This design comes from an exercise in tuning for a short achievable clock period and few clock cycles on the open sky130 flow, not from production work.
RTL that was checked went through simulation tests only; none was proved equivalent to the original.
For run 1, only the layout was checked, not whether the RTL still works.
The clock cells of runs 1, 3 and 4 come from the design's own scripts or RTL, not from TritonCTS.
No driver is modelled on the clock port, so clock power and skew are understated where the tree is cut down; a real chip needs a root buffer or a tree.
Power is estimated from default activity; no workload was simulated.

`design/flow/config.mk`:
```
export PLATFORM = sky130hd
export DESIGN_NAME = pcf2127_rrc
export DESIGN_NICKNAME = pcf2127_rrc
export VERILOG_FILES = /design/flow/design.v
export SDC_FILE = /design/flow/constraint.sdc
export NUM_CORES = 4
export LEC_CHECK = 0
export CAP_MARGIN = 20
export CORE_MARGIN = 2
export CORE_UTILIZATION = 65
export PLACE_DENSITY = 0.75
export SLEW_MARGIN = 20
export SYNTH_HIERARCHICAL = 1
```
`design/flow/constraint.sdc`:
```
create_clock -name core_clock -period 14.0 [get_ports {clk}]
set_input_delay 2.8000 -clock core_clock [delete_from_list [all_inputs] [get_ports {clk}]]
set_output_delay 2.8000 -clock core_clock [all_outputs]
set_load 0.01 [all_outputs]
```
`design/flow/design.v`:
```
module pcf2127_rrc (
    input  wire        clk,
    input  wire        rst,           
    input  wire        cmd_valid,
    input  wire [55:0] cmd_word,
    output reg         busy,
    output reg         done,
    output reg  [2:0]  status,
    output reg         bus_init,
    output reg  [7:0]  bus_selid,
    output reg         sel,
    output wire        xfer_req,
    output reg         xfer_rd,
    output reg  [7:0]  xfer_txd,
    input  wire        xfer_ack,
    input  wire        xfer_err,
    input  wire [7:0]  xfer_rxd,
    output reg         diag_valid,
    output reg  [4:0]  diag_idx,
    output wire [7:0]  diag_val,
    output reg  [7:0]  t_second,
    output reg  [7:0]  t_minute,
    output reg  [7:0]  t_hour,
    output reg  [7:0]  t_day,
    output reg  [7:0]  t_weekday,
    output reg  [7:0]  t_month,
    output reg  [7:0]  t_year
);
    localparam [4:0] ALM_CTL_IDX  = 5'h01;
    localparam [4:0] PWR_CTL_IDX  = 5'h02;
    localparam [7:0] PWR_MASK     = 8'hE0;
    localparam [7:0] TSOFF_MASK   = 8'h40;
    localparam [7:0] CLKOUT_LP    = 8'h07;
    localparam [7:0] OTPR_MASK    = 8'h20;
    localparam [7:0] WDT_CLR_MASK = 8'hC3;
    localparam [7:0] WDT_SET_1HZ  = 8'h42;
    localparam [7:0] WDT_SET_60TH = 8'h43;
    localparam [7:0] WDT_CTL_OFF  = 8'h03;
    localparam [7:0] ALARM_OFF    = 8'h80;
    localparam [6:0] OTP_WAIT     = 7'd99;    
    localparam [2:0] ST_OK        = 3'd0;
    localparam [2:0] ST_ILLEGAL   = 3'd1;
    localparam [2:0] ST_NOT_INIT  = 3'd2;
    localparam [2:0] ST_RANGE     = 3'd3;
    localparam [2:0] ST_TRANSPORT = 3'd4;
    localparam [3:0] OP_RESET    = 4'h1;
    localparam [3:0] OP_OTP      = 4'h2;
    localparam [3:0] OP_LOWPWR   = 4'h3;
    localparam [3:0] OP_DUMP     = 4'h4;
    localparam [3:0] OP_SETTIME  = 4'h5;
    localparam [3:0] OP_READTIME = 4'h6;
    localparam [3:0] OP_ENALM    = 4'h7;
    localparam [3:0] OP_SETALM   = 4'h8;
    localparam [3:0] OP_CLRAF    = 4'h9;
    localparam [3:0] OP_DISALM   = 4'hA;
    localparam [3:0] OP_ENCDT    = 4'hB;
    localparam [3:0] OP_SETCDT   = 4'hC;
    localparam [3:0] OP_CLRCDTF  = 4'hD;
    localparam [3:0] OP_DISCDT   = 4'hE;
    localparam [2:0] K_END  = 3'd0;
    localparam [2:0] K_RD   = 3'd1;
    localparam [2:0] K_WR   = 3'd2;
    localparam [2:0] K_DIAG = 3'd3;
    localparam [2:0] K_FIN  = 3'd4;
    localparam S_IDLE = 0;
    localparam S_CHK  = 1;    
    localparam S_XFER = 2;    
    localparam S_GAP  = 3;    
    localparam S_DIAG = 4;    
    localparam S_FIN  = 5;    
    function [7:0] to_bcd7;
        input [6:0] n;
        begin
            case (n)
                7'd0: to_bcd7 = 8'h00;
                7'd1: to_bcd7 = 8'h01;
                7'd2: to_bcd7 = 8'h02;
                7'd3: to_bcd7 = 8'h03;
                7'd4: to_bcd7 = 8'h04;
                7'd5: to_bcd7 = 8'h05;
                7'd6: to_bcd7 = 8'h06;
                7'd7: to_bcd7 = 8'h07;
                7'd8: to_bcd7 = 8'h08;
                7'd9: to_bcd7 = 8'h09;
                7'd10: to_bcd7 = 8'h10;
                7'd11: to_bcd7 = 8'h11;
                7'd12: to_bcd7 = 8'h12;
                7'd13: to_bcd7 = 8'h13;
                7'd14: to_bcd7 = 8'h14;
                7'd15: to_bcd7 = 8'h15;
                7'd16: to_bcd7 = 8'h16;
                7'd17: to_bcd7 = 8'h17;
                7'd18: to_bcd7 = 8'h18;
                7'd19: to_bcd7 = 8'h19;
                7'd20: to_bcd7 = 8'h20;
                7'd21: to_bcd7 = 8'h21;
                7'd22: to_bcd7 = 8'h22;
                7'd23: to_bcd7 = 8'h23;
                7'd24: to_bcd7 = 8'h24;
                7'd25: to_bcd7 = 8'h25;
                7'd26: to_bcd7 = 8'h26;
                7'd27: to_bcd7 = 8'h27;
                7'd28: to_bcd7 = 8'h28;
                7'd29: to_bcd7 = 8'h29;
                7'd30: to_bcd7 = 8'h30;
                7'd31: to_bcd7 = 8'h31;
                7'd32: to_bcd7 = 8'h32;
                7'd33: to_bcd7 = 8'h33;
                7'd34: to_bcd7 = 8'h34;
                7'd35: to_bcd7 = 8'h35;
                7'd36: to_bcd7 = 8'h36;
                7'd37: to_bcd7 = 8'h37;
                7'd38: to_bcd7 = 8'h38;
                7'd39: to_bcd7 = 8'h39;
                7'd40: to_bcd7 = 8'h40;
                7'd41: to_bcd7 = 8'h41;
                7'd42: to_bcd7 = 8'h42;
                7'd43: to_bcd7 = 8'h43;
                7'd44: to_bcd7 = 8'h44;
                7'd45: to_bcd7 = 8'h45;
                7'd46: to_bcd7 = 8'h46;
                7'd47: to_bcd7 = 8'h47;
                7'd48: to_bcd7 = 8'h48;
                7'd49: to_bcd7 = 8'h49;
                7'd50: to_bcd7 = 8'h50;
                7'd51: to_bcd7 = 8'h51;
                7'd52: to_bcd7 = 8'h52;
                7'd53: to_bcd7 = 8'h53;
                7'd54: to_bcd7 = 8'h54;
                7'd55: to_bcd7 = 8'h55;
                7'd56: to_bcd7 = 8'h56;
                7'd57: to_bcd7 = 8'h57;
                7'd58: to_bcd7 = 8'h58;
                7'd59: to_bcd7 = 8'h59;
                7'd60: to_bcd7 = 8'h60;
                7'd61: to_bcd7 = 8'h61;
                7'd62: to_bcd7 = 8'h62;
                7'd63: to_bcd7 = 8'h63;
                7'd64: to_bcd7 = 8'h64;
                7'd65: to_bcd7 = 8'h65;
                7'd66: to_bcd7 = 8'h66;
                7'd67: to_bcd7 = 8'h67;
                7'd68: to_bcd7 = 8'h68;
                7'd69: to_bcd7 = 8'h69;
                7'd70: to_bcd7 = 8'h70;
                7'd71: to_bcd7 = 8'h71;
                7'd72: to_bcd7 = 8'h72;
                7'd73: to_bcd7 = 8'h73;
                7'd74: to_bcd7 = 8'h74;
                7'd75: to_bcd7 = 8'h75;
                7'd76: to_bcd7 = 8'h76;
                7'd77: to_bcd7 = 8'h77;
                7'd78: to_bcd7 = 8'h78;
                7'd79: to_bcd7 = 8'h79;
                7'd80: to_bcd7 = 8'h80;
                7'd81: to_bcd7 = 8'h81;
                7'd82: to_bcd7 = 8'h82;
                7'd83: to_bcd7 = 8'h83;
                7'd84: to_bcd7 = 8'h84;
                7'd85: to_bcd7 = 8'h85;
                7'd86: to_bcd7 = 8'h86;
                7'd87: to_bcd7 = 8'h87;
                7'd88: to_bcd7 = 8'h88;
                7'd89: to_bcd7 = 8'h89;
                7'd90: to_bcd7 = 8'h90;
                7'd91: to_bcd7 = 8'h91;
                7'd92: to_bcd7 = 8'h92;
                7'd93: to_bcd7 = 8'h93;
                7'd94: to_bcd7 = 8'h94;
                7'd95: to_bcd7 = 8'h95;
                7'd96: to_bcd7 = 8'h96;
                7'd97: to_bcd7 = 8'h97;
                7'd98: to_bcd7 = 8'h98;
                7'd99: to_bcd7 = 8'h99;
                default: to_bcd7 = 8'h00;
            endcase
        end
    endfunction
    function [7:0] from_bcd;
        input [7:0] b;
        begin
            from_bcd = b[7:4] * 8'd10 + {4'd0, b[3:0]};
        end
    endfunction
    function [7:0] default_image;
        input [4:0] i;
        begin
            default_image[7] = (i >= 5'h0A) && (i <= 5'h0E);
            default_image[6] = (i == 5'h12);
            default_image[5] = 1'b0;
            default_image[4] = 1'b0;
            default_image[3] = (i == 5'h19);
            default_image[2] = (i == 5'h07) || (i == 5'h0F);
            default_image[1] = (i == 5'h07) || (i == 5'h0F) || (i == 5'h10);
            default_image[0] = (i == 5'h06) || (i == 5'h08) || (i == 5'h0F) ||
                               (i == 5'h10) || (i == 5'h16) || (i == 5'h17);
        end
    endfunction
    function [13:0] desc;
        input [3:0] o;
        input [2:0] s;
        reg [2:0] kd;
        reg [4:0] ix;
        reg [4:0] ln;
        reg       wt;
        begin
            kd = K_END; ix = 5'h00; ln = 5'd0; wt = 1'b0;
            case (o)
                OP_RESET:
                    if (s == 3'd0) begin kd = K_WR; ix = 5'h00; ln = 5'd25; end
                OP_OTP:
                    case (s)
                        3'd0: begin kd = K_RD; ix = 5'h0F; end
                        3'd1: begin kd = K_WR; ix = 5'h0F; end
                        3'd2: begin kd = K_RD; ix = 5'h0F; wt = 1'b1; end
                        3'd3: begin kd = K_WR; ix = 5'h0F; end
                        default: ;
                    endcase
                OP_LOWPWR:
                    case (s)
                        3'd0: begin kd = K_RD; ix = PWR_CTL_IDX; end
                        3'd1: begin kd = K_RD; ix = 5'h12;       end
                        3'd2: begin kd = K_WR; ix = 5'h0F;       end
                        3'd3: begin kd = K_WR; ix = PWR_CTL_IDX; end
                        3'd4: begin kd = K_WR; ix = 5'h12;       end
                        default: ;
                    endcase
                OP_DUMP:
                    case (s)
                        3'd0: begin kd = K_RD; ix = 5'h00; ln = 5'd25; end
                        3'd1: kd = K_DIAG;
                        default: ;
                    endcase
                OP_SETTIME:
                    if (s == 3'd0) begin kd = K_WR; ix = 5'h03; ln = 5'd6; end
                OP_READTIME:
                    case (s)
                        3'd0: begin kd = K_RD; ix = 5'h03; ln = 5'd6; end
                        3'd1: kd = K_FIN;
                        default: ;
                    endcase
                OP_ENALM, OP_CLRAF, OP_ENCDT, OP_CLRCDTF:
                    case (s)
                        3'd0: begin kd = K_RD; ix = ALM_CTL_IDX; end
                        3'd1: begin kd = K_WR; ix = ALM_CTL_IDX; end
                        default: ;
                    endcase
                OP_SETALM, OP_DISALM:
                    case (s)
                        3'd0: begin kd = K_RD; ix = ALM_CTL_IDX;              end
                        3'd1: begin kd = K_WR; ix = ALM_CTL_IDX;              end
                        3'd2: begin kd = K_WR; ix = 5'h0A;       ln = 5'd4;   end
                        default: ;
                    endcase
                OP_SETCDT:
                    case (s)
                        3'd0: begin kd = K_RD; ix = ALM_CTL_IDX;              end
                        3'd1: begin kd = K_WR; ix = ALM_CTL_IDX;              end
                        3'd2: begin kd = K_RD; ix = 5'h10;                    end
                        3'd3: begin kd = K_WR; ix = 5'h10;       ln = 5'd1;   end
                        default: ;
                    endcase
                OP_DISCDT:
                    case (s)
                        3'd0: begin kd = K_RD; ix = ALM_CTL_IDX;              end
                        3'd1: begin kd = K_WR; ix = ALM_CTL_IDX;              end
                        3'd2: begin kd = K_WR; ix = 5'h10;       ln = 5'd1;   end
                        default: ;
                    endcase
                default: ;
            endcase
            desc = {kd, ix, ln, wt};
        end
    endfunction
    reg  [55:0] cw_q;         
    reg  [7:0]  rxd_q;        
    reg         rd_q;         
    reg         sh_en;        
    reg         f1, f2;       
    always @(posedge clk) begin
        cw_q  <= cmd_word;
        rxd_q <= xfer_rxd;
    end
    wire [7:0] c_opc = cw_q[55:48];
    wire c_illegal = (c_opc > 8'h0E);
    wire c_init    = (c_opc == 8'h00);
    reg  c_rbad;
    always @(*) begin
        case (c_opc)
            8'h05: c_rbad = !((cw_q[47:40] <= 8'd99) && (cw_q[39:32] <= 8'd12) &&
                              (cw_q[31:24] <= 8'd31) && (cw_q[23:16] <= 8'd23) &&
                              (cw_q[15:8] <= 8'd59) && (cw_q[7:0] <= 8'd59));
            8'h08: c_rbad = !((cw_q[31:24] <= 8'd59) && (cw_q[23:16] <= 8'd59) &&
                              (cw_q[15:8] <= 8'd23) && (cw_q[7:0] <= 8'd31));
            8'h0C: c_rbad = (cw_q[15:0] > 16'd15359);
            default: c_rbad = 1'b0;
        endcase
    end
    wire [13:0] c_d0    = desc(c_opc[3:0], 3'd0);
    wire [7:0]  c_addr0 = {(c_d0[13:11] == K_RD), 2'b01, c_d0[10:6]};
    reg        pd_illegal, pd_init, pd_rbad;
    reg [7:0]  pd_addr0;
    always @(posedge clk) begin
        pd_illegal <= c_illegal;
        pd_init    <= c_init;
        pd_rbad    <= c_rbad;
        pd_addr0   <= c_addr0;
    end
    reg  [5:0]  st;           
    reg  [2:0]  step;
    reg  [4:0]  kn;           
    reg         lastb;        
    reg  [6:0]  wcnt;
    reg         inited;
    reg  [55:0] ir;
    reg  [7:0]  bcd [0:5];    
    reg         per_small;    
    reg  [7:0]  rx0;          
    reg  [7:0]  rxb [1:24];   
    wire [3:0]  opc = ir[51:48];
    wire [47:0] A   = ir[47:0];
    assign xfer_req = sel;
    assign diag_val = rx0;
    wire loading = st[S_IDLE] | st[S_CHK];
    integer i;
    always @(posedge clk) begin
        if (loading) begin
            ir        <= cw_q;
            per_small <= (cw_q[15:0] <= 16'd60);
            for (i = 0; i < 6; i = i + 1)
                bcd[i] <= to_bcd7(cw_q[8 * i +: 7]);
        end
    end
    wire [13:0] cd = desc(opc, step);
    wire [13:0] nd = desc(opc, step + 3'd1);
    wire [2:0]  cd_kind  = cd[13:11];
    wire [7:0]  cd_addr  = {(cd_kind == K_RD), 2'b01, cd[10:6]};
    wire [4:0]  cd_lenm1 = cd[5:1];
    wire [2:0]  nd_kind  = nd[13:11];
    wire        nd_wait  = nd[0];
    reg [3:0]  dv_r;
    reg [7:0]  dv_x;
    reg [7:0]  dv_q;
    reg [3:0]  dv_n;
    wire [4:0] dv_t  = {dv_r, dv_x[7]};
    wire       dv_ge = (dv_t >= 5'd15);
    wire [4:0] dv_s  = dv_t - 5'd15;
    always @(posedge clk) begin
        if (loading) begin
            dv_r <= cw_q[13:10];
            dv_x <= cw_q[9:2];
            dv_q <= 8'h00;
            dv_n <= 4'd8;
        end else if (dv_n != 4'd0) begin
            dv_r <= dv_ge ? dv_s[3:0] : dv_t[3:0];
            dv_x <= {dv_x[6:0], 1'b0};
            dv_q <= {dv_q[6:0], dv_ge};
            dv_n <= dv_n - 4'd1;
        end
    end
    wire [15:0] period = A[15:0];
    wire [7:0]  ticks = per_small ? period[7:0] : dv_q;
    wire [7:0]  srcb  = per_small ? WDT_SET_1HZ : WDT_SET_60TH;
    wire [7:0] rb  = rxb[24];
    wire [7:0] rbp = rxb[23];
    reg [7:0] wdata;
    always @(*) begin
        wdata = 8'h00;
        case (opc)
            OP_RESET:
                wdata = default_image(kn);
            OP_OTP:
                if (step == 3'd1) wdata = rb | OTPR_MASK;
                else              wdata = rb & ~OTPR_MASK;
            OP_LOWPWR:
                case (step)
                    3'd2:    wdata = CLKOUT_LP;
                    3'd3:    wdata = rbp | PWR_MASK;
                    default: wdata = rb | TSOFF_MASK;
                endcase
            OP_SETTIME:
                case (kn)
                    5'd0:    wdata = bcd[0];
                    5'd1:    wdata = bcd[1];
                    5'd2:    wdata = bcd[2];
                    5'd3:    wdata = bcd[3];
                    5'd4:    wdata = 8'h00;
                    5'd5:    wdata = bcd[4];
                    default: wdata = bcd[5];
                endcase
            OP_ENALM:
                wdata = rb | 8'h02;
            OP_SETALM:
                if (step == 3'd1) wdata = rb | 8'h02;
                else
                    case (kn)
                        5'd0:    wdata = bcd[3] & 8'h7F;
                        5'd1:    wdata = bcd[2] & 8'h7F;
                        5'd2:    wdata = bcd[1] & 8'h7F;
                        5'd3:    wdata = bcd[0] & 8'h7F;
                        default: wdata = ALARM_OFF;
                    endcase
            OP_CLRAF:
                wdata = rb & ~8'h10;
            OP_DISALM:
                if (step == 3'd1) wdata = rb & ~8'h02;
                else              wdata = ALARM_OFF;
            OP_ENCDT:
                wdata = rb | 8'h01;
            OP_SETCDT:
                if (step == 3'd1)    wdata = rb | 8'h01;
                else if (kn == 5'd0) wdata = (rb & ~WDT_CLR_MASK) | srcb;
                else                 wdata = ticks;
            OP_CLRCDTF:
                wdata = rb & ~8'h08;
            OP_DISCDT:
                if (step == 3'd1)    wdata = rb & ~8'h01;
                else if (kn == 5'd0) wdata = WDT_CTL_OFF;
                else                 wdata = 8'h00;
            default: ;
        endcase
    end
    wire [7:0] rx0_nxt;
    rrc_hold #(.W(8)) u_hold_rx0 (.en(sh_en), .d(rxb[1]), .q(rx0), .nx(rx0_nxt));
    always @(posedge clk) begin
        rx0 <= rx0_nxt;
        if (sh_en) begin
            for (i = 1; i < 24; i = i + 1)
                rxb[i] <= rxb[i + 1];
            rxb[24] <= rxd_q;
        end
    end
    wire [55:0] t_cur = {t_second, t_minute, t_hour, t_day, t_weekday, t_month, t_year};
    wire [55:0] t_new = {from_bcd(rxb[19]), from_bcd(rxb[20]), from_bcd(rxb[21]),
                         from_bcd(rxb[22]), from_bcd(rxb[23]), from_bcd(rxb[24]),
                         from_bcd(rxd_q)};
    wire [55:0] t_nxt;
    rrc_hold #(.W(56)) u_hold_t (.en(st[S_FIN]), .d(t_new), .q(t_cur), .nx(t_nxt));
    always @(posedge clk) begin
        {t_second, t_minute, t_hour, t_day, t_weekday, t_month, t_year} <= t_nxt;
    end
    wire pd_fresh = f1 & f2;
    wire chk      = st[S_CHK];
    wire       a_ill   = chk ? c_illegal : pd_illegal;
    wire       a_init  = chk ? c_init    : pd_init;
    wire       a_rbad  = chk ? c_rbad    : pd_rbad;
    wire [7:0] a_addr0 = chk ? c_addr0   : pd_addr0;
    reg  [5:0] a_st;
    reg        a_busy, a_done, a_sel, a_bus_init, a_inited;
    reg  [2:0] a_status;
    reg  [7:0] a_txd, a_selid;
    always @(*) begin
        a_st       = 6'd1 << S_IDLE;
        a_busy     = 1'b0;
        a_done     = 1'b1;
        a_sel      = 1'b0;
        a_bus_init = 1'b0;
        a_inited   = inited;
        a_status   = ST_OK;
        a_txd      = xfer_txd;
        a_selid    = bus_selid;
        if (a_ill) begin
            a_status = ST_ILLEGAL;
        end else if (a_init) begin
            a_selid    = cw_q[7:0];
            a_bus_init = 1'b1;
            a_inited   = 1'b1;
        end else if (!inited) begin
            a_status = ST_NOT_INIT;
        end else if (a_rbad) begin
            a_status = ST_RANGE;
        end else begin
            a_st     = 6'd1 << S_XFER;
            a_busy   = 1'b1;
            a_done   = 1'b0;
            a_sel    = 1'b1;
            a_txd    = a_addr0;
            a_status = status;
        end
    end
    localparam W  = 6 + 1 + 1 + 3 + 1 + 1 + 8 + 1 + 1 + 8 + 1 + 5 + 1 + 3 + 1 + 1;
    localparam G  = 6;                        
    localparam NG = (W + G - 1) / G;
    localparam [NG*G-1:0] RV = {{(NG * G - W){1'b0}}, 6'd1 << S_IDLE, {(W - 6){1'b0}}};
    reg [5:0] d_st, g_st;
    reg       d_busy, g_busy, d_done, g_done, d_sel, g_sel, d_rd, g_rd;
    reg [2:0] d_status, g_status;
    reg [7:0] d_txd, g_txd, d_selid, g_selid;
    reg       d_bus_init, g_bus_init, d_inited, g_inited, d_dv, g_dv;
    reg [4:0] d_kn, g_kn;
    reg       d_lastb, g_lastb;
    reg [2:0] d_step, g_step;
    reg       d_rdq, g_rdq;
    always @(*) begin
        d_st = st; d_busy = busy; d_done = 1'b0; d_status = status; d_sel = sel;
        d_rd = xfer_rd; d_txd = xfer_txd; d_bus_init = 1'b0; d_inited = inited;
        d_selid = bus_selid; d_dv = diag_valid; d_kn = kn;
        d_lastb = lastb; d_step = step; d_rdq = 1'b0;
        if (st[S_IDLE]) begin
            d_dv = 1'b0;
        end
        if (st[S_CHK]) begin
            d_st = a_st; d_busy = a_busy; d_done = a_done; d_status = a_status;
            d_sel = a_sel; d_rd = 1'b0; d_txd = a_txd; d_bus_init = a_bus_init;
            d_inited = a_inited; d_selid = a_selid; d_kn = 5'd0; d_lastb = 1'b0;
            d_step = 3'd0;
        end
        if (st[S_GAP]) begin
            if (wcnt == 7'd0) begin
                d_st    = 6'd1 << S_XFER;
                d_sel   = 1'b1;
                d_txd   = cd_addr;
                d_rd    = 1'b0;
                d_kn    = 5'd0;
                d_lastb = 1'b0;
            end
        end
        if (st[S_DIAG]) begin
            if (diag_idx == 5'd24) begin
                d_st     = 6'd1 << S_IDLE;
                d_status = ST_OK;
                d_done   = 1'b1;
                d_busy   = 1'b0;
            end
        end
        if (st[S_FIN]) begin
            d_st     = 6'd1 << S_IDLE;
            d_status = ST_OK;
            d_done   = 1'b1;
            d_busy   = 1'b0;
        end
    end
    always @(*) begin
        g_st = st; g_busy = busy; g_done = 1'b0; g_status = status; g_sel = sel;
        g_rd = xfer_rd; g_txd = xfer_txd; g_bus_init = 1'b0; g_inited = inited;
        g_selid = bus_selid; g_dv = diag_valid; g_kn = kn;
        g_lastb = lastb; g_step = step; g_rdq = 1'b0;
        if (st[S_IDLE]) begin
            g_dv = 1'b0;
            if (pd_fresh) begin
                g_st = a_st; g_busy = a_busy; g_done = a_done; g_status = a_status;
                g_sel = a_sel; g_rd = 1'b0; g_txd = a_txd; g_bus_init = a_bus_init;
                g_inited = a_inited; g_selid = a_selid; g_kn = 5'd0; g_lastb = 1'b0;
                g_step = 3'd0;
            end else begin
                g_st   = 6'd1 << S_CHK;
                g_busy = 1'b1;
            end
        end else begin
            g_rdq = xfer_rd;
            if (lastb) begin
                g_sel  = 1'b0;
                g_step = step + 3'd1;
                case (nd_kind)
                    K_END: begin
                        g_st     = 6'd1 << S_IDLE;
                        g_status = ST_OK;
                        g_done   = 1'b1;
                        g_busy   = 1'b0;
                    end
                    K_DIAG: begin
                        g_st   = 6'd1 << S_DIAG;
                        g_dv   = 1'b1;
                    end
                    K_FIN:   g_st = 6'd1 << S_FIN;
                    default: g_st = 6'd1 << S_GAP;
                endcase
            end else begin
                g_txd   = wdata;
                g_rd    = (cd_kind == K_RD);
                g_kn    = kn + 5'd1;
                g_lastb = (kn == cd_lenm1);
            end
        end
    end
    wire [NG*G-1:0] n_def = {{(NG * G - W){1'b0}},
                             d_st, d_busy, d_done, d_status, d_sel, d_rd, d_txd, d_bus_init,
                             d_inited, d_selid, d_dv, d_kn, d_lastb, d_step,
                             d_rdq, d_rdq | d_dv};
    wire [NG*G-1:0] n_go  = {{(NG * G - W){1'b0}},
                             g_st, g_busy, g_done, g_status, g_sel, g_rd, g_txd, g_bus_init,
                             g_inited, g_selid, g_dv, g_kn, g_lastb, g_step,
                             g_rdq, g_rdq | g_dv};
    wire [NG*G-1:0] n_err = {{(NG * G - W){1'b0}},
                             6'd1 << S_IDLE, 1'b0, 1'b1, ST_TRANSPORT, 1'b0, xfer_rd,
                             xfer_txd, 1'b0, inited, bus_selid, diag_valid, kn, lastb, step,
                             1'b0, diag_valid};
    wire [NG*G-1:0] q_nxt;
    genvar gi;
    generate
        for (gi = 0; gi < NG; gi = gi + 1) begin : g_late
            rrc_late #(.W(G), .RV(RV[gi * G +: G])) u_late (
                .rst(rst), .cmd_valid(cmd_valid), .xfer_ack(xfer_ack), .xfer_err(xfer_err),
                .idle(st[S_IDLE]), .xfer(st[S_XFER]),
                .n_def(n_def[gi * G +: G]), .n_go(n_go[gi * G +: G]),
                .n_err(n_err[gi * G +: G]), .q(q_nxt[gi * G +: G])
            );
        end
    endgenerate
    always @(posedge clk) begin
        {st, busy, done, status, sel, xfer_rd, xfer_txd, bus_init, inited,
         bus_selid, diag_valid, kn, lastb, step, rd_q, sh_en} <= q_nxt[W-1:0];
        f1 <= !rst & cmd_valid & busy;
        f2 <= f1;
    end
    always @(posedge clk) begin
        if (st[S_GAP]) begin
            if (wcnt != 7'd0) wcnt <= wcnt - 7'd1;
        end else begin
            wcnt <= nd_wait ? OTP_WAIT : 7'd0;
        end
        if (st[S_DIAG]) diag_idx <= diag_idx + 5'd1;
        else            diag_idx <= 5'd0;
    end
endmodule
module rrc_late #(
    parameter integer W = 1,
    parameter [W-1:0] RV = {W{1'b0}}
) (
    input  wire         rst,
    input  wire         cmd_valid,
    input  wire         xfer_ack,
    input  wire         xfer_err,
    input  wire         idle,
    input  wire         xfer,
    input  wire [W-1:0] n_def,
    input  wire [W-1:0] n_go,
    input  wire [W-1:0] n_err,
    output wire [W-1:0] q
);
    wire ev_err = xfer & xfer_err;
    wire ev_go  = (xfer & xfer_ack) | (idle & cmd_valid);
    assign q = rst ? RV : ev_err ? n_err : ev_go ? n_go : n_def;
endmodule
module rrc_hold #(
    parameter integer W = 1
) (
    input  wire         en,
    input  wire [W-1:0] d,
    input  wire [W-1:0] q,
    output wire [W-1:0] nx
);
    assign nx = en ? d : q;
endmodule
```
`design/flow/flow/run.sh`:
```
#!/bin/bash
set -euo pipefail
KNOBS="SETUP_SLACK_MARGIN=11 MATCH_CELL_FOOTPRINT=0"
bash standard.sh $KNOBS place > orfs_place.log 2>&1
MCTS_LEAF_SINKS=24 MCTS_ROOTS=4 MCTS_SETUP_MARGIN=11 \
  openroad -no_init -exit flow/cts.tcl > cts.log 2>&1
bash standard.sh $KNOBS finish > orfs_finish.log 2>&1
```
`design/flow/flow/cts.tcl`:
```
# Clock tree step in place of ORFS's TritonCTS run: a hand-built two-level
# tree (flow/manual_cts.tcl), then the same repair and legalisation that
# ORFS's cts step does, written where ORFS's later steps read it.
set P $::env(FLOW_HOME)/platforms/sky130hd
set R [pwd]/orfs/results/sky130hd/pcf2127_rrc/base
read_lef $P/lef/sky130_fd_sc_hd.tlef
read_lef $P/lef/sky130_fd_sc_hd_merged.lef
read_liberty $P/lib/sky130_fd_sc_hd__tt_025C_1v80.lib
read_db $R/3_place.odb
read_sdc $R/3_place.sdc
source $P/setRC.tcl
set_dont_use {sky130_fd_sc_hd__probe_p_8 sky130_fd_sc_hd__probec_p_8 sky130_fd_sc_hd__lpflow_*}

source [file join [file dirname [info script]] manual_cts.tcl]
manual_cts clk $::env(MCTS_LEAF_SINKS) $::env(MCTS_ROOTS) sky130_fd_sc_hd__clkbuf_16

set_propagated_clock [all_clocks]
detailed_placement
estimate_parasitics -placement
report_clock_latency
repair_timing -setup_margin $::env(MCTS_SETUP_MARGIN) -hold_margin 0 -repair_tns 100 -verbose
detailed_placement
check_placement -verbose
estimate_parasitics -placement
report_clock_latency
report_worst_slack -max
report_worst_slack -min

write_db $R/4_1_cts.odb
write_sdc -no_timestamp $R/4_cts.sdc
file copy -force $R/4_1_cts.odb $R/4_cts.odb
```
`design/flow/flow/manual_cts.tcl`:
```
# Two-level clock tree built by hand: the clock port drives NROOT root
# buffers; each root drives a share of the leaf buffers; each leaf buffer
# drives a cluster of about LEAF_SINKS flip-flop clock pins next to it.
# All buffers are sky130_fd_sc_hd__clkbuf_16 and every flip-flop sees the
# same number of buffers between the port and its clock pin.
proc mcts_center {inst} {
  set bb [$inst getBBox]
  return [list [expr {([$bb xMin] + [$bb xMax]) / 2}] [expr {([$bb yMin] + [$bb yMax]) / 2}]]
}

proc mcts_split {items n key} {
  # sort items (lists whose element $key is the coordinate) and cut into n
  # nearly equal consecutive groups
  set s [lsort -integer -index $key $items]
  set len [llength $s]
  set out {}
  for {set g 0} {$g < $n} {incr g} {
    set a [expr {($g * $len) / $n}]
    set b [expr {(($g + 1) * $len) / $n - 1}]
    if {$b >= $a} { lappend out [lrange $s $a $b] }
  }
  return $out
}

proc mcts_place {inst x y} {
  set m [$inst getMaster]
  $inst setLocation [expr {$x - [$m getWidth] / 2}] [expr {$y - [$m getHeight] / 2}]
  $inst setPlacementStatus PLACED
}

proc manual_cts {clk_name leaf_sinks nroot bufname} {
  set block [ord::get_db_block]
  set master [[ord::get_db] findMaster $bufname]
  set clk [$block findNet $clk_name]
  set sinks {}
  foreach it [$clk getITerms] {
    set inst [$it getInst]
    lassign [mcts_center $inst] x y
    lappend sinks [list $x $y $it]
  }
  set n [llength $sinks]
  set k [expr {int(ceil(double($n) / $leaf_sinks))}]
  set nx [expr {int(ceil(sqrt($k)))}]
  set ny [expr {int(ceil(double($k) / $nx))}]
  puts "manual_cts: $n sinks, $nx x $ny leaf clusters, $nroot roots"
  set leaves {}
  set li 0
  foreach strip [mcts_split $sinks $nx 0] {
    foreach grp [mcts_split $strip $ny 1] {
      set sx 0; set sy 0
      foreach s $grp { set sx [expr {$sx + [lindex $s 0]}]; set sy [expr {$sy + [lindex $s 1]}] }
      set cx [expr {$sx / [llength $grp]}]; set cy [expr {$sy / [llength $grp]}]
      set inst [odb::dbInst_create $block $master "clkbuf_leaf_${li}_$clk_name"]
      set net [odb::dbNet_create $block "clknet_leaf_${li}_$clk_name"]
      $net setSigType CLOCK
      [$inst findITerm X] connect $net
      foreach s $grp {
        set it [lindex $s 2]
        $it disconnect
        $it connect $net
      }
      mcts_place $inst $cx $cy
      lappend leaves [list $cx $cy $inst]
      incr li
    }
  }
  # roots: split the leaves into nroot groups along the longer side
  set ri 0
  foreach grp [mcts_split $leaves $nroot 0] {
    set sx 0; set sy 0
    foreach s $grp { set sx [expr {$sx + [lindex $s 0]}]; set sy [expr {$sy + [lindex $s 1]}] }
    set cx [expr {$sx / [llength $grp]}]; set cy [expr {$sy / [llength $grp]}]
    set inst [odb::dbInst_create $block $master "clkbuf_root_${ri}_$clk_name"]
    set net [odb::dbNet_create $block "clknet_root_${ri}_$clk_name"]
    $net setSigType CLOCK
    [$inst findITerm X] connect $net
    [$inst findITerm A] connect $clk
    foreach s $grp { [[lindex $s 2] findITerm A] connect $net }
    mcts_place $inst $cx $cy
    incr ri
  }
  puts "manual_cts: [llength $leaves] leaf buffers, $ri root buffers"
}
```
`design/flow/standard.sh`:
```
#!/bin/bash
# synth_recipe.tcl (not shown) runs the flow's synth.tcl, then flattens the netlist and writes it again
# the make line also repeats each setting of config.mk as NAME=value (left out here)
make -C /OpenROAD-flow-scripts/flow DESIGN_CONFIG=/design/flow/config.mk WORK_HOME=/design/flow/orfs CLKGATE_MAP_FILE= SYNTH_SCRIPT=/design/flow/synth_recipe.tcl "${@:-finish}"
```
==> impl_metrics.prom, run 1 <==
# TYPE chip_impl_metric gauge
chip_impl_info{name="path_class",value="reg2out"} 1
chip_impl_metric{name="swShare",unit=""} 0.248
chip_impl_metric{name="finalHoldViolCount",unit=""} 0
chip_impl_metric{name="power.static_leakage",unit="µW"} 0.0106
chip_impl_info{name="worst_hold_startpoint",value="f1$_DFF_P_"} 1
chip_impl_info{name="layout.cells.most_common",value="edfxtp_1"} 1
chip_impl_info{name="timing.hold.worst_endpoint",value="f2$_DFF_P_"} 1
chip_impl_metric{name="floorplan.rows",unit=""} 69
chip_impl_metric{name="cellPowerDensity",unit="nW/µm²"} 103
chip_impl_metric{name="cp_data_arrival_time",unit="ps"} 850
chip_impl_metric{name="route.detailed.drc",unit=""} 0
chip_impl_metric{name="syn-instance-count",unit=""} 2153
chip_impl_metric{name="min_period",unit="ps"} 3650
chip_impl_metric{name="critical_path.n_buffers_inverters",unit=""} 1
chip_impl_metric{name="power.switching",unit="µW"} 691
chip_impl_metric{name="floorplan_core_area",unit="µm²"} 35700
chip_impl_metric{name="internal_power",unit="µW"} 2090
chip_impl_metric{name="dp.cells",unit=""} 2672
chip_impl_metric{name="dp.final_hpwl",unit="mm"} 37.1
chip_impl_info{name="cpLargestDelayFamily",value="flip-flops"} 1
chip_impl_metric{name="gr-usage-all-layers",unit=""} 0.280
chip_impl_metric{name="ant_nets",unit=""} 0
chip_impl_metric{name="dr.pass1.iters",unit=""} 6
chip_impl_metric{name="yosys_warnings",unit=""} 11
chip_impl_metric{name="whs_path_depth",unit=""} 0
chip_impl_metric{name="clkLatencyLatePin",unit="ps"} 360
chip_impl_info{name="rsz0062_at_grt",value="yes"} 1
chip_impl_metric{name="stage_delay_of_the_slowest_cell_on_the_critical_path",unit="ps"} 370
chip_impl_metric{name="clk_pin_slew_worst_paths",unit="ps"} 100
chip_impl_metric{name="worst-r2r-setup-slack",unit="ps"} 10780
chip_impl_metric{name="design.die.area",unit="µm²"} 38000
chip_impl_metric{name="fin_nets",unit=""} 2477
chip_impl_metric{name="setup_viol",unit=""} 0
chip_impl_metric{name="post_layout_instance_count_excluding_filler_cells",unit=""} 2762
chip_impl_metric{name="area_growth",unit="%"} 14.7
chip_impl_metric{name="timing.critical_path.fanout_max",unit=""} 2
chip_impl_metric{name="routed_via_density",unit=""} 6.33
chip_impl_metric{name="wirelength",unit="mm"} 55.1
chip_impl_metric{name="antenna_cells_inserted",unit=""} 0
chip_impl_metric{name="max_freq",unit="GHz"} 0.274
chip_impl_info{name="outcome",value="timing/DRC/antenna clean"} 1
chip_impl_metric{name="ir_worst_vdd",unit="mV"} 0.0942
chip_impl_info{name="cp_slowest_cell",value="dfxtp_4"} 1
chip_impl_metric{name="post_synth_instance_area",unit="µm²"} 23700
chip_impl_metric{name="chipHeight",unit="µm"} 195
chip_impl_metric{name="initial_core_utilization",unit=""} 0.662
chip_impl_metric{name="share_of_layout_cells_above_drive_strength_1",unit=""} 0.203
chip_impl_metric{name="grt.overflow.total",unit=""} 0
chip_impl_metric{name="maxCapViolCount",unit=""} 0
chip_impl_metric{name="timing.reg2reg.worst_path_depth",unit=""} 8
chip_impl_metric{name="routed-via-count",unit=""} 17500
chip_impl_metric{name="antenna_found_initial",unit=""} 0
chip_impl_metric{name="first_global_vias",unit=""} 16500
chip_impl_metric{name="clock_power_share",unit=""} 0.251
chip_impl_metric{name="detail_route.wl_per_cell",unit="µm"} 20.0
chip_impl_info{name="worstPathCellList",value="buf_6"} 1
chip_impl_metric{name="worst-slew-pin-transition",unit="ps"} 1170
chip_impl_metric{name="dieWidth",unit="µm"} 195
chip_impl_metric{name="dr.first_iter.drc_count",unit=""} 1556
chip_impl_info{name="layout.cells.most_common_list",value="edfxtp_1 (272), nand2_1 (190), nor2_1 (144)"} 1
chip_impl_metric{name="syn_area_per_cell",unit="µm²"} 11.0
chip_impl_info{name="cp-start-kind",value="register"} 1
chip_impl_metric{name="critPathRequiredTime",unit="ps"} 11200
chip_impl_metric{name="place.port_buffers",unit=""} 163
chip_impl_metric{name="tns",unit="ps"} 0
chip_impl_info{name="regToRegStartpoint",value="ir[48]$_DFFE_PN_"} 1
chip_impl_metric{name="grt_pass1_wl",unit="mm"} 87.1
chip_impl_metric{name="routabilityCongestion",unit=""} 0.939
chip_impl_metric{name="power.combinational.fraction",unit=""} 0.165
chip_impl_metric{name="worst_slew_margin_rel",unit=""} 0.214
chip_impl_metric{name="timing.clock.skew",unit="ps"} 37.2
chip_impl_info{name="hold_path.class",value="reg2reg"} 1
chip_impl_metric{name="maximum_number_of_pins_on_one_net_before_global_route_repair",unit=""} 90
chip_impl_metric{name="share_seq_of_total_power",unit=""} 0.584
chip_impl_info{name="critical_path.endpoint_type",value="output pin"} 1
chip_impl_metric{name="slew_viol_final",unit=""} 0
chip_impl_metric{name="post-route-period-util",unit=""} 0.261
chip_impl_info{name="crit-reg2reg-capture",value="xfer_txd[4]$_DFF_P_"} 1
chip_impl_metric{name="ios",unit=""} 164
-- worst max path at each step --
stage | from | endpoint | depth (start not counted) | slack [ps]
floorplan | xfer_ack | busy$_DFF_P_ | 3 | 10530
global placement | xfer_ack | st[0]$_DFF_P_ | 4 | 9330
detailed placement | xfer_ack | sh_en$_DFF_P_ | 4 | 9280
global route | xfer_txd[3]$_DFF_P_ | xfer_txd[3] | 1 | 10330
finish | xfer_txd[2]$_DFF_P_ | xfer_txd[2] | 1 | 10350
-- state kept, by name, indices dropped and copies added (netlist names), 12 cells and up --
register  cells
bcd          48
cw_q         56
ir           12
rxb         192
-- routing by layer --
layer	GRT usage	up-vias	part of all wire
li1	-	8215	-
met1	0.367	8431	0.41
met2	0.500	686	0.50
met3	0.0163	143	0.051
met4	0.0896	0	0.040
met5	0	-	0
-- area by class of cell --
cell class | count | area (µm²)
Inverter | 90 | 342
Buffer | 24 | 601
Sequential cell | 468 | 12300
Tap cell | 461 | 577
Multi-Input combinational cell | 1472 | 10900
Fill cell | 2335 | 8580
Timing Repair Buffer | 247 | 2530
-- stage by stage --
step                 util  instance area [µm²]  hold WS (ps)  setup WS, ps  total power [µW]
finish              0.760                27200           388         10350              2790
global route        0.760                27200           387         10330              2890
global placement    0.715                25600           369          9330              2060
detailed placement  0.715                25600           375          9280              2070
floorplan               -                23900           344         10530              1890
-- power groups by stage --
stage	registers, µW	clock network (µW)	logic, µW
floorplan	1630	0	259
global placement	1650	0	404
detailed placement	1650	0	414
global route	1640	755	495
finish	1630	698	461
==> run 2, diff against run 1 <==
--- a/design/flow/design.v
+++ b/design/flow/design.v
@@ -10,5 +10,5 @@
     output reg  [7:0]  bus_selid,
     output reg         sel,
-    output wire        xfer_req,
+    output reg         xfer_req,
     output reg         xfer_rd,
     output reg  [7:0]  xfer_txd,
@@ -308,4 +308,8 @@
     end
     reg  [5:0]  st;           
+    reg         busy_i, done_i, sel_i, rd_i, bus_init_i, dv_i;
+    reg  [2:0]  status_i;
+    reg  [7:0]  txd_i, selid_i;
+    reg  [4:0]  didx_i;
     reg  [2:0]  step;
     reg  [4:0]  kn;           
@@ -320,6 +324,5 @@
     wire [3:0]  opc = ir[51:48];
     wire [47:0] A   = ir[47:0];
-    assign xfer_req = sel;
-    assign diag_val = rx0;
+        assign diag_val = rx0;
     wire loading = st[S_IDLE] | st[S_CHK];
     integer i;
@@ -458,6 +461,6 @@
         a_inited   = inited;
         a_status   = ST_OK;
-        a_txd      = xfer_txd;
-        a_selid    = bus_selid;
+        a_txd      = txd_i;
+        a_selid    = selid_i;
         if (a_ill) begin
             a_status = ST_ILLEGAL;
@@ -476,5 +479,5 @@
             a_sel    = 1'b1;
             a_txd    = a_addr0;
-            a_status = status;
+            a_status = status_i;
         end
     end
@@ -493,7 +496,7 @@
     reg       d_rdq, g_rdq;
     always @(*) begin
-        d_st = st; d_busy = busy; d_done = 1'b0; d_status = status; d_sel = sel;
-        d_rd = xfer_rd; d_txd = xfer_txd; d_bus_init = 1'b0; d_inited = inited;
-        d_selid = bus_selid; d_dv = diag_valid; d_kn = kn;
+        d_st = st; d_busy = busy_i; d_done = 1'b0; d_status = status_i; d_sel = sel_i;
+        d_rd = rd_i; d_txd = txd_i; d_bus_init = 1'b0; d_inited = inited;
+        d_selid = selid_i; d_dv = dv_i; d_kn = kn;
         d_lastb = lastb; d_step = step; d_rdq = 1'b0;
         if (st[S_IDLE]) begin
@@ -517,5 +520,5 @@
         end
         if (st[S_DIAG]) begin
-            if (diag_idx == 5'd24) begin
+            if (didx_i == 5'd24) begin
                 d_st     = 6'd1 << S_IDLE;
                 d_status = ST_OK;
@@ -532,7 +535,7 @@
     end
     always @(*) begin
-        g_st = st; g_busy = busy; g_done = 1'b0; g_status = status; g_sel = sel;
-        g_rd = xfer_rd; g_txd = xfer_txd; g_bus_init = 1'b0; g_inited = inited;
-        g_selid = bus_selid; g_dv = diag_valid; g_kn = kn;
+        g_st = st; g_busy = busy_i; g_done = 1'b0; g_status = status_i; g_sel = sel_i;
+        g_rd = rd_i; g_txd = txd_i; g_bus_init = 1'b0; g_inited = inited;
+        g_selid = selid_i; g_dv = dv_i; g_kn = kn;
         g_lastb = lastb; g_step = step; g_rdq = 1'b0;
         if (st[S_IDLE]) begin
@@ -548,5 +551,5 @@
             end
         end else begin
-            g_rdq = xfer_rd;
+            g_rdq = rd_i;
             if (lastb) begin
                 g_sel  = 1'b0;
@@ -583,7 +586,7 @@
                              g_rdq, g_rdq | g_dv};
     wire [NG*G-1:0] n_err = {{(NG * G - W){1'b0}},
-                             6'd1 << S_IDLE, 1'b0, 1'b1, ST_TRANSPORT, 1'b0, xfer_rd,
-                             xfer_txd, 1'b0, inited, bus_selid, diag_valid, kn, lastb, step,
-                             1'b0, diag_valid};
+                             6'd1 << S_IDLE, 1'b0, 1'b1, ST_TRANSPORT, 1'b0, rd_i,
+                             txd_i, 1'b0, inited, selid_i, dv_i, kn, lastb, step,
+                             1'b0, dv_i};
     wire [NG*G-1:0] q_nxt;
     genvar gi;
@@ -598,8 +601,31 @@
         end
     endgenerate
+    wire [NG*G-1:0] q_out;
+    generate
+        for (gi = 0; gi < NG; gi = gi + 1) begin : g_late_o
+            rrc_late #(.W(G), .RV(RV[gi * G +: G])) u_late (
+                .rst(rst), .cmd_valid(cmd_valid), .xfer_ack(xfer_ack), .xfer_err(xfer_err),
+                .idle(st[S_IDLE]), .xfer(st[S_XFER]),
+                .n_def(n_def[gi * G +: G]), .n_go(n_go[gi * G +: G]),
+                .n_err(n_err[gi * G +: G]), .q(q_out[gi * G +: G])
+            );
+        end
+    endgenerate
+    wire req_nxt;
+    rrc_late #(.W(1), .RV(1'b0)) u_late_req (
+        .rst(rst), .cmd_valid(cmd_valid), .xfer_ack(xfer_ack), .xfer_err(xfer_err),
+        .idle(st[S_IDLE]), .xfer(st[S_XFER]),
+        .n_def(d_sel), .n_go(g_sel), .n_err(1'b0), .q(req_nxt)
+    );
+    always @(posedge clk) begin
+        {busy, done, status, sel, xfer_rd, xfer_txd, bus_init} <= q_out[36:21];
+        bus_selid  <= q_out[19:12];
+        diag_valid <= q_out[11];
+        xfer_req   <= req_nxt;
+    end
     always @(posedge clk) begin
-        {st, busy, done, status, sel, xfer_rd, xfer_txd, bus_init, inited,
-         bus_selid, diag_valid, kn, lastb, step, rd_q, sh_en} <= q_nxt[W-1:0];
-        f1 <= !rst & cmd_valid & busy;
+        {st, busy_i, done_i, status_i, sel_i, rd_i, txd_i, bus_init_i, inited,
+         selid_i, dv_i, kn, lastb, step, rd_q, sh_en} <= q_nxt[W-1:0];
+        f1 <= !rst & cmd_valid & busy_i;
         f2 <= f1;
     end
@@ -610,7 +636,10 @@
             wcnt <= nd_wait ? OTP_WAIT : 7'd0;
         end
-        if (st[S_DIAG]) diag_idx <= diag_idx + 5'd1;
-        else            diag_idx <= 5'd0;
+        if (st[S_DIAG]) didx_i <= didx_i + 5'd1;
+        else            didx_i <= 5'd0;
     end
+    wire [4:0] didx_nxt;
+    rrc_hold #(.W(5)) u_hold_didx (.en(st[S_DIAG]), .d(didx_i + 5'd1), .q(5'd0), .nx(didx_nxt));
+    always @(posedge clk) diag_idx <= didx_nxt;
 endmodule
 module rrc_late #(
--- a/design/flow/config.mk
+++ b/design/flow/config.mk
@@ -8,6 +8,6 @@
 export CAP_MARGIN = 20
 export CORE_MARGIN = 2
-export CORE_UTILIZATION = 65
-export PLACE_DENSITY = 0.75
+export CORE_UTILIZATION = 80
+export PLACE_DENSITY = 0.85
 export SLEW_MARGIN = 20
 export SYNTH_HIERARCHICAL = 1
==> impl_metrics.prom, run 2 <==
# TYPE chip_impl_metric gauge
chip_impl_metric{name="maximum_number_of_pins_on_one_net_before_global_route_repair",unit=""} 82
chip_impl_metric{name="floorplan.rows",unit=""} 64
chip_impl_metric{name="gr-usage-all-layers",unit=""} 0.887
chip_impl_metric{name="place_ws",unit="ps"} 9280
chip_impl_metric{name="total_placed_instance_area",unit="µm²"} 26900
chip_impl_metric{name="place.port_buffers",unit=""} 163
chip_impl_info{name="stop_stage",value="5_1_grt"} 1
chip_impl_metric{name="yosys_warnings",unit=""} 11
chip_impl_metric{name="post_synth_instance_area",unit="µm²"} 25000
chip_impl_metric{name="dp.cells",unit=""} 2743
chip_impl_metric{name="syn-instance-count",unit=""} 2269
chip_impl_info{name="error_line",value="[ERROR GRT-0232] Routing congestion too high. Check the congestion heatmap in the GUI."} 1
chip_impl_metric{name="dieWidth",unit="µm"} 181
chip_impl_metric{name="chipHeight",unit="µm"} 181
chip_impl_info{name="outcome",value="stopped before the end"} 1
chip_impl_metric{name="routabilityCongestion",unit=""} 0.988
chip_impl_metric{name="grt.overflow.total",unit=""} 473
chip_impl_metric{name="dp.final_hpwl",unit="mm"} 45.9
chip_impl_metric{name="syn_area_per_cell",unit="µm²"} 11.0
chip_impl_metric{name="ios",unit=""} 164
chip_impl_metric{name="initial_core_utilization",unit=""} 0.815
-- run 2: through the flow --
| step | hold slack, ps | power [µW] |
|---|---|---|
| floorplan | 351 | 1970 |
| global placement | 356 | 2130 |
| detailed placement | 366 | 2160 |
-- run 2: routing by layer --
metal,overflow,global-route usage
met3,34,0.791
met2,226,0.994
met4,163,0.910
met1,35,0.878
met5,15,0.548
-- run 2: power groups by stage --
stage,clock network [µW],logic [µW],registers (µW)
after global placement,0,402,1730
after floorplan,0,258,1710
after detailed placement,0,424,1740
-- run 2: worst max-delay path by stage --
stage                         from             endpoint  slack [ps]  depth (start not counted)
after floorplan           xfer_ack        st[0]$_DFF_P_       10510                          3
after global placement    xfer_err        st[2]$_DFF_P_        9420                          4
after detailed placement  xfer_err  xfer_txd[2]$_DFF_P_        9280                          3
Testbench counts of run 2, summed over its fixed seeds: cycles 398,866.
==> run 3, diff against run 2 <==
--- a/design/flow/config.mk
+++ b/design/flow/config.mk
@@ -8,6 +8,6 @@
 export CAP_MARGIN = 20
 export CORE_MARGIN = 2
-export CORE_UTILIZATION = 80
-export PLACE_DENSITY = 0.85
+export CORE_UTILIZATION = 72
+export PLACE_DENSITY = 0.8
 export SLEW_MARGIN = 20
 export SYNTH_HIERARCHICAL = 1
==> impl_metrics.prom, run 3 <==
# TYPE chip_impl_metric gauge
chip_impl_metric{name="worst_slew_margin_rel",unit=""} 0.227
chip_impl_info{name="timing.hold.worst_endpoint",value="f2$_DFF_P_"} 1
chip_impl_metric{name="detail_route.wl_per_cell",unit="µm"} 24.9
chip_impl_info{name="hold_path.class",value="reg2reg"} 1
chip_impl_info{name="layout.cells.most_common",value="edfxtp_1"} 1
chip_impl_metric{name="largest_reg_flops",unit=""} 192
chip_impl_metric{name="worst-r2r-setup-slack",unit="ps"} 10510
chip_impl_info{name="regToRegStartpoint",value="ir[50]$_DFFE_PN_"} 1
chip_impl_metric{name="area_growth",unit="%"} 14.5
chip_impl_info{name="topRoutingLayerUsed",value="met4"} 1
chip_impl_metric{name="grt_pass1_wl",unit="mm"} 106
chip_impl_metric{name="route.detailed.drc",unit=""} 0
chip_impl_info{name="path_class",value="in2reg"} 1
chip_impl_metric{name="worst-slew-pin-transition",unit="ps"} 1160
chip_impl_metric{name="min_period",unit="ps"} 3720
chip_impl_metric{name="ant_nets",unit=""} 0
chip_impl_info{name="critical_path.endpoint_type",value="register"} 1
chip_impl_info{name="rsz0062_at_grt",value="yes"} 1
chip_impl_info{name="top_regs",value="rxb: 192 flops, cw_q: 56 flops, bcd: 48 flops"} 1
chip_impl_metric{name="clk_pin_slew_worst_paths",unit="ps"} 90
chip_impl_info{name="max_flop_register",value="rxb"} 1
chip_impl_metric{name="slew_viol_final",unit=""} 0
chip_impl_metric{name="dp.final_hpwl",unit="mm"} 42.4
chip_impl_metric{name="timing.reg2reg.worst_path_depth",unit=""} 8
chip_impl_metric{name="gr-usage-all-layers",unit=""} 0.369
chip_impl_metric{name="post-route-period-util",unit=""} 0.266
chip_impl_metric{name="dr.pass1.iters",unit=""} 6
chip_impl_metric{name="clkLatencyLatePin",unit="ps"} 370
chip_impl_metric{name="dr.first_iter.drc_count",unit=""} 2604
chip_impl_metric{name="routabilityCongestion",unit=""} 0.941
chip_impl_info{name="cp-start-kind",value="primary input"} 1
chip_impl_metric{name="max_freq",unit="GHz"} 0.268
chip_impl_metric{name="wl_met2",unit="mm"} 35.5
chip_impl_metric{name="cp_data_arrival_time",unit="ps"} 3960
chip_impl_metric{name="tns",unit="ps"} 0
chip_impl_metric{name="routed_via_density",unit=""} 6.94
chip_impl_metric{name="cellPowerDensity",unit="nW/µm²"} 106
chip_impl_metric{name="floorplan.rows",unit=""} 68
chip_impl_metric{name="met3_length",unit="mm"} 6.25
chip_impl_metric{name="share_of_layout_cells_above_drive_strength_1",unit=""} 0.196
chip_impl_metric{name="dp.cells",unit=""} 2801
chip_impl_metric{name="setup_viol",unit=""} 0
chip_impl_metric{name="m1WireLength",unit="mm"} 25.6
chip_impl_metric{name="power.static_leakage",unit="µW"} 0.0112
chip_impl_metric{name="timing.critical_path.fanout_max",unit=""} 8
chip_impl_metric{name="fin_nets",unit=""} 2604
chip_impl_metric{name="dieWidth",unit="µm"} 190
chip_impl_metric{name="post_synth_instance_area",unit="µm²"} 25000
chip_impl_metric{name="routed-via-count",unit=""} 20000
chip_impl_info{name="layout.cells.most_common_list",value="edfxtp_1 (272), nor2_1 (174), nand2_1 (167)"} 1
chip_impl_metric{name="syn_area_per_cell",unit="µm²"} 11.0
chip_impl_metric{name="fillCellCount",unit=""} 1764
chip_impl_metric{name="antenna_found_initial",unit=""} 0
chip_impl_metric{name="grt.overflow.total",unit=""} 0
chip_impl_metric{name="ir_worst_vdd",unit="mV"} 0.111
chip_impl_metric{name="initial_core_utilization",unit=""} 0.728
chip_impl_info{name="crit-reg2reg-capture",value="st[3]$_DFF_P_"} 1
chip_impl_metric{name="ios",unit=""} 164
chip_impl_info{name="worst_hold_startpoint",value="f1$_DFF_P_"} 1
chip_impl_metric{name="wirelength",unit="mm"} 71.8
chip_impl_metric{name="syn-instance-count",unit=""} 2269
chip_impl_metric{name="floorplan_core_area",unit="µm²"} 34400
chip_impl_metric{name="critPathRequiredTime",unit="ps"} 14230
chip_impl_metric{name="design.die.area",unit="µm²"} 36200
chip_impl_metric{name="place.port_buffers",unit=""} 163
chip_impl_metric{name="antenna_cells_inserted",unit=""} 0
chip_impl_info{name="outcome",value="timing/DRC/antenna clean"} 1
chip_impl_metric{name="post_layout_instance_count_excluding_filler_cells",unit=""} 2883
chip_impl_metric{name="power.total",unit="µW"} 3030
chip_impl_metric{name="whs_path_depth",unit=""} 0
chip_impl_metric{name="finalHoldViolCount",unit=""} 0
chip_impl_metric{name="maximum_number_of_pins_on_one_net_before_global_route_repair",unit=""} 82
chip_impl_metric{name="chipHeight",unit="µm"} 190
chip_impl_metric{name="yosys_warnings",unit=""} 11
chip_impl_metric{name="first_global_vias",unit=""} 19100
chip_impl_metric{name="maxCapViolCount",unit=""} 0
chip_impl_metric{name="timing.clock.skew",unit="ps"} 36.8
## run 3: layout make-up
type                    count  area (µm²)  area share
flip-flops and latches    497       12800       0.447
multi-input cells        1579       11800       0.411
repair buffers            230        2430      0.0848
plain buffers              29         726      0.0253
well taps                 455         569      0.0199
inverters                  93         349      0.0122
## run 3: worst max-delay path by stage
stage	start	endpoint	slack, ps	cells past startpoint
floorplan	xfer_ack	st[0]$_DFF_P_	10510	3
global placement	xfer_err	st[3]$_DFF_P_	9440	4
detailed placement	xfer_err	st[3]$_DFF_P_	9260	3
global route	xfer_ack	st[4]$_DFF_P_	10300	6
finish	xfer_ack	st[4]$_DFF_P_	10280	6
## run 3: worst max-delay path: stages
cell,delay (ps)
buf_8,110
buf_12,160
a22oi_4,270
buf_6,150
mux2i_2,310
a211oi_2,150
## run 3: power breakdown
part	internal [µW]	leakage (µW)	switching, µW
Sequential	1620	0.00448	94.7
Combinational	256	0.00633	231
Clock	372	0.000357	452
## run 3: metal layers
metal	vias to the layer above	GRT usage
li1	8704	-
met1	9556	0.459
met2	1385	0.642
met3	374	0.0412
met4	0	0.185
met5	-	0
## run 3: per-stage QoR
stage                     setup slack [ps]  utilization  hold slack (ps)  cell area [µm²]
after floorplan                      10510            -              351            25200
after global placement                9440        0.784              357            27000
after detailed placement              9260        0.784              363            27000
after global routing                 10300        0.833              406            28600
final                                10280        0.833              414            28600
==> run 4, diff against run 3 <==
--- a/design/flow/config.mk
+++ b/design/flow/config.mk
@@ -8,6 +8,6 @@
 export CAP_MARGIN = 20
 export CORE_MARGIN = 2
-export CORE_UTILIZATION = 72
-export PLACE_DENSITY = 0.8
+export CORE_UTILIZATION = 65
+export PLACE_DENSITY = 0.65
 export SLEW_MARGIN = 20
 export SYNTH_HIERARCHICAL = 1
==> impl_metrics.prom, run 4 <==
# TYPE chip_impl_metric gauge
chip_impl_info{name="outcome",value="timing/DRC/antenna clean"} 1
chip_impl_metric{name="dp.final_hpwl",unit="mm"} 41.0
chip_impl_metric{name="dr.pass1.iters",unit=""} 9
chip_impl_metric{name="post-route-cell-area",unit="µm²"} 28600
chip_impl_metric{name="max_freq",unit="GHz"} 0.275
chip_impl_info{name="cp_slowest_cell",value="dfxtp_2"} 1
chip_impl_metric{name="share_of_layout_cells_above_drive_strength_1",unit=""} 0.191
chip_impl_metric{name="grt.overflow.total",unit=""} 0
chip_impl_metric{name="floorplan.rows",unit=""} 71
chip_impl_metric{name="fillCellCount",unit=""} 2404
chip_impl_info{name="cpLargestDelayFamily",value="flip-flops"} 1
chip_impl_metric{name="post_synth_instance_area",unit="µm²"} 25000
chip_impl_metric{name="routabilityCongestion",unit=""} 0.923
chip_impl_metric{name="antenna_found_initial",unit=""} 0
chip_impl_metric{name="cp_data_arrival_time",unit="ps"} 840
chip_impl_metric{name="maximum_number_of_pins_on_one_net_before_global_route_repair",unit=""} 89
chip_impl_metric{name="yosys_warnings",unit=""} 11
chip_impl_metric{name="cellPowerDensity",unit="nW/µm²"} 105
chip_impl_metric{name="detail_route.wl_per_cell",unit="µm"} 21.8
chip_impl_info{name="cp-start-kind",value="register"} 1
chip_impl_metric{name="clkLatencyLatePin",unit="ps"} 370
chip_impl_metric{name="ir_worst_vdd",unit="mV"} 0.0862
chip_impl_info{name="critical_path.endpoint_type",value="output pin"} 1
chip_impl_metric{name="fin_nets",unit=""} 2610
chip_impl_metric{name="largest_reg_flops",unit=""} 192
chip_impl_metric{name="antenna_cells_inserted",unit=""} 0
chip_impl_info{name="rsz0062_at_grt",value="yes"} 1
chip_impl_metric{name="power.static_leakage",unit="µW"} 0.0112
chip_impl_metric{name="worst_slew_margin_rel",unit=""} 0.375
chip_impl_info{name="top_regs",value="rxb: 192 flops, cw_q: 56 flops, bcd: 48 flops"} 1
chip_impl_metric{name="ant_nets",unit=""} 0
chip_impl_metric{name="syn_area_per_cell",unit="µm²"} 11.0
chip_impl_metric{name="routed-via-count",unit=""} 18700
chip_impl_metric{name="routed_via_density",unit=""} 6.36
chip_impl_metric{name="area_growth",unit="%"} 14.5
chip_impl_metric{name="timing.clock.skew",unit="ps"} 29.3
chip_impl_metric{name="place.port_buffers",unit=""} 163
chip_impl_metric{name="dieWidth",unit="µm"} 200
chip_impl_metric{name="maxCapViolCount",unit=""} 0
chip_impl_metric{name="syn-instance-count",unit=""} 2269
chip_impl_metric{name="critPathRequiredTime",unit="ps"} 11200
chip_impl_metric{name="worst-slew-pin-transition",unit="ps"} 936
chip_impl_metric{name="dr.first_iter.drc_count",unit=""} 1516
chip_impl_metric{name="post-route-period-util",unit=""} 0.260
chip_impl_info{name="layout.cells.most_common_list",value="edfxtp_1 (272), nor2_1 (174), nand2_1 (169)"} 1
chip_impl_metric{name="slew_viol_final",unit=""} 0
chip_impl_metric{name="total_placed_instance_area",unit="µm²"} 27100
chip_impl_metric{name="min_period",unit="ps"} 3640
chip_impl_metric{name="design.die.area",unit="µm²"} 40100
chip_impl_metric{name="worst-r2r-setup-slack",unit="ps"} 10640
chip_impl_metric{name="wirelength",unit="mm"} 64.1
chip_impl_metric{name="finalHoldViolCount",unit=""} 0
chip_impl_info{name="path_class",value="reg2out"} 1
chip_impl_metric{name="clk_pin_slew_worst_paths",unit="ps"} 80
chip_impl_metric{name="first_global_vias",unit=""} 17800
chip_impl_metric{name="timing.critical_path.fanout_max",unit=""} 2
chip_impl_metric{name="gr-usage-all-layers",unit=""} 0.298
chip_impl_metric{name="grt_pass1_wl",unit="mm"} 97.3
chip_impl_metric{name="ios",unit=""} 164
chip_impl_metric{name="initial_core_utilization",unit=""} 0.662
chip_impl_metric{name="route.detailed.drc",unit=""} 0
chip_impl_info{name="layout.cells.most_common",value="edfxtp_1"} 1
chip_impl_info{name="hold_path.class",value="reg2reg"} 1
chip_impl_metric{name="floorplan_core_area",unit="µm²"} 37800
chip_impl_metric{name="stage_delay_of_the_slowest_cell_on_the_critical_path",unit="ps"} 370
chip_impl_metric{name="chipHeight",unit="µm"} 200
chip_impl_info{name="worstPathCellList",value="buf_6"} 1
chip_impl_info{name="max_flop_register",value="rxb"} 1
chip_impl_metric{name="tns",unit="ps"} 0
chip_impl_metric{name="setup_viol",unit=""} 0
chip_impl_metric{name="critical_path.n_buffers_inverters",unit=""} 1
==> run 4: cell types whose count changed in the layout (fill, tap and decap cells not counted), sizes merged <==
cell           previous run  this run
clkbuf                   33        32
clkdlybuf4s50            63        64
dlymetal6s2s              1         0
buf                     162       169
==> run 4: layout make-up <==
class / count / area, µm² / share of cell area
buffer: 29 / 726 / 0.0253
inverter: 93 / 349 / 0.0122
multi-input combinational: 1579 / 11700 / 0.407
sequential: 497 / 12800 / 0.447
tap: 511 / 639 / 0.0223
timing repair buffer: 236 / 2470 / 0.0861
==> run 4: worst reg2reg max path: cells and delay by family (launching register included) <==
family,cells,cell delay [ps]
mux,1,120
flops,1,320
simple gates,2,1260
compound gates,4,920
buf+inv,2,650
==> run 4: report_power, final <==
part | switching, µW | internal, µW | leakage, µW
clock network | 439 | 371 | 0.000357
logic | 229 | 253 | 0.00638
registers | 83.4 | 1620 | 0.00448
total | 752 | 2250 | 0.0112
==> run 4: layer usage <==
| metal | global-route usage | up-vias | share of wire |
|---|---|---|---|
| li1 | - | 8718 | - |
| met4 | 0.0912 | 0 | 0.035 |
| met2 | 0.529 | 777 | 0.51 |
| met3 | 0.0220 | 145 | 0.059 |
| met5 | 0 | - | 0 |
| met1 | 0.391 | 9091 | 0.39 |
==> run 4: path summary, 6_finish.rpt <==
kind,cells after the start,endpoint,startpoint
worst min register to register,0,f2$_DFF_P_,f1$_DFF_P_
worst max register to register,9,txd_i[0]$_DFF_P_,st[0]$_DFF_P_
worst min-delay path,0,f2$_DFF_P_,f1$_DFF_P_
worst max-delay path,1,t_month[3],t_month[3]$_DFF_P_
==> run 4: stage by stage <==
| step | cells | utilization | hold WS, ps | setup slack, ps | total power (µW) |
|---|---|---|---|---|---|
| floorplan | 2293 | - | 351 | 10510 | 1970 |
| global placement | 2864 | 0.717 | 353 | 9330 | 2140 |
| detailed placement | 2864 | 0.718 | 368 | 9240 | 2150 |
| global route | 2945 | 0.759 | 388 | 10340 | 3100 |
| finish | 2945 | 0.759 | 377 | 10360 | 3000 |

separate check: timing with driven ports:
Ports are ideal in the flow. The routed layouts listed here were re-timed in OpenROAD. Step 1 (the two cells are an assumption about what drives the block):
set clk [get_ports {clk}]
set_driving_cell -lib_cell sky130_fd_sc_hd__clkbuf_16 $clk
set_driving_cell -lib_cell sky130_fd_sc_hd__buf_2 [delete_from_list [all_inputs] $clk]
Step 2 also shifts input and output timing later by t, the mid clock arrival at the registers, as if the neighbouring blocks saw the same clock. a / b / c = no drivers / after step 1 / after step 2; a / b = the first two.
| run | t (ns) | setup WS [ns] | worst hold slack (ns) | worst slew at a driven data input, ns |
|---|---|---|---|---|
| run 1 | 0.438 | 10.345 / 10.250 / 10.117 | 0.388 / 0.388 / 0.388 | 0.08 |
| run 3 | 0.458 | 10.275 / 10.215 / 9.884 | 0.414 / 0.414 / 0.414 | 0.05 |
| run 4 | 0.451 | 10.361 / 10.263 / 10.065 | 0.377 / 0.377 / 0.377 | 0.05 |
After both steps every run listed still meets setup and hold. For run 3, which loses most, drivers alone change the setup slack by -0.060 ns; drivers and shift together by -0.391 ns.
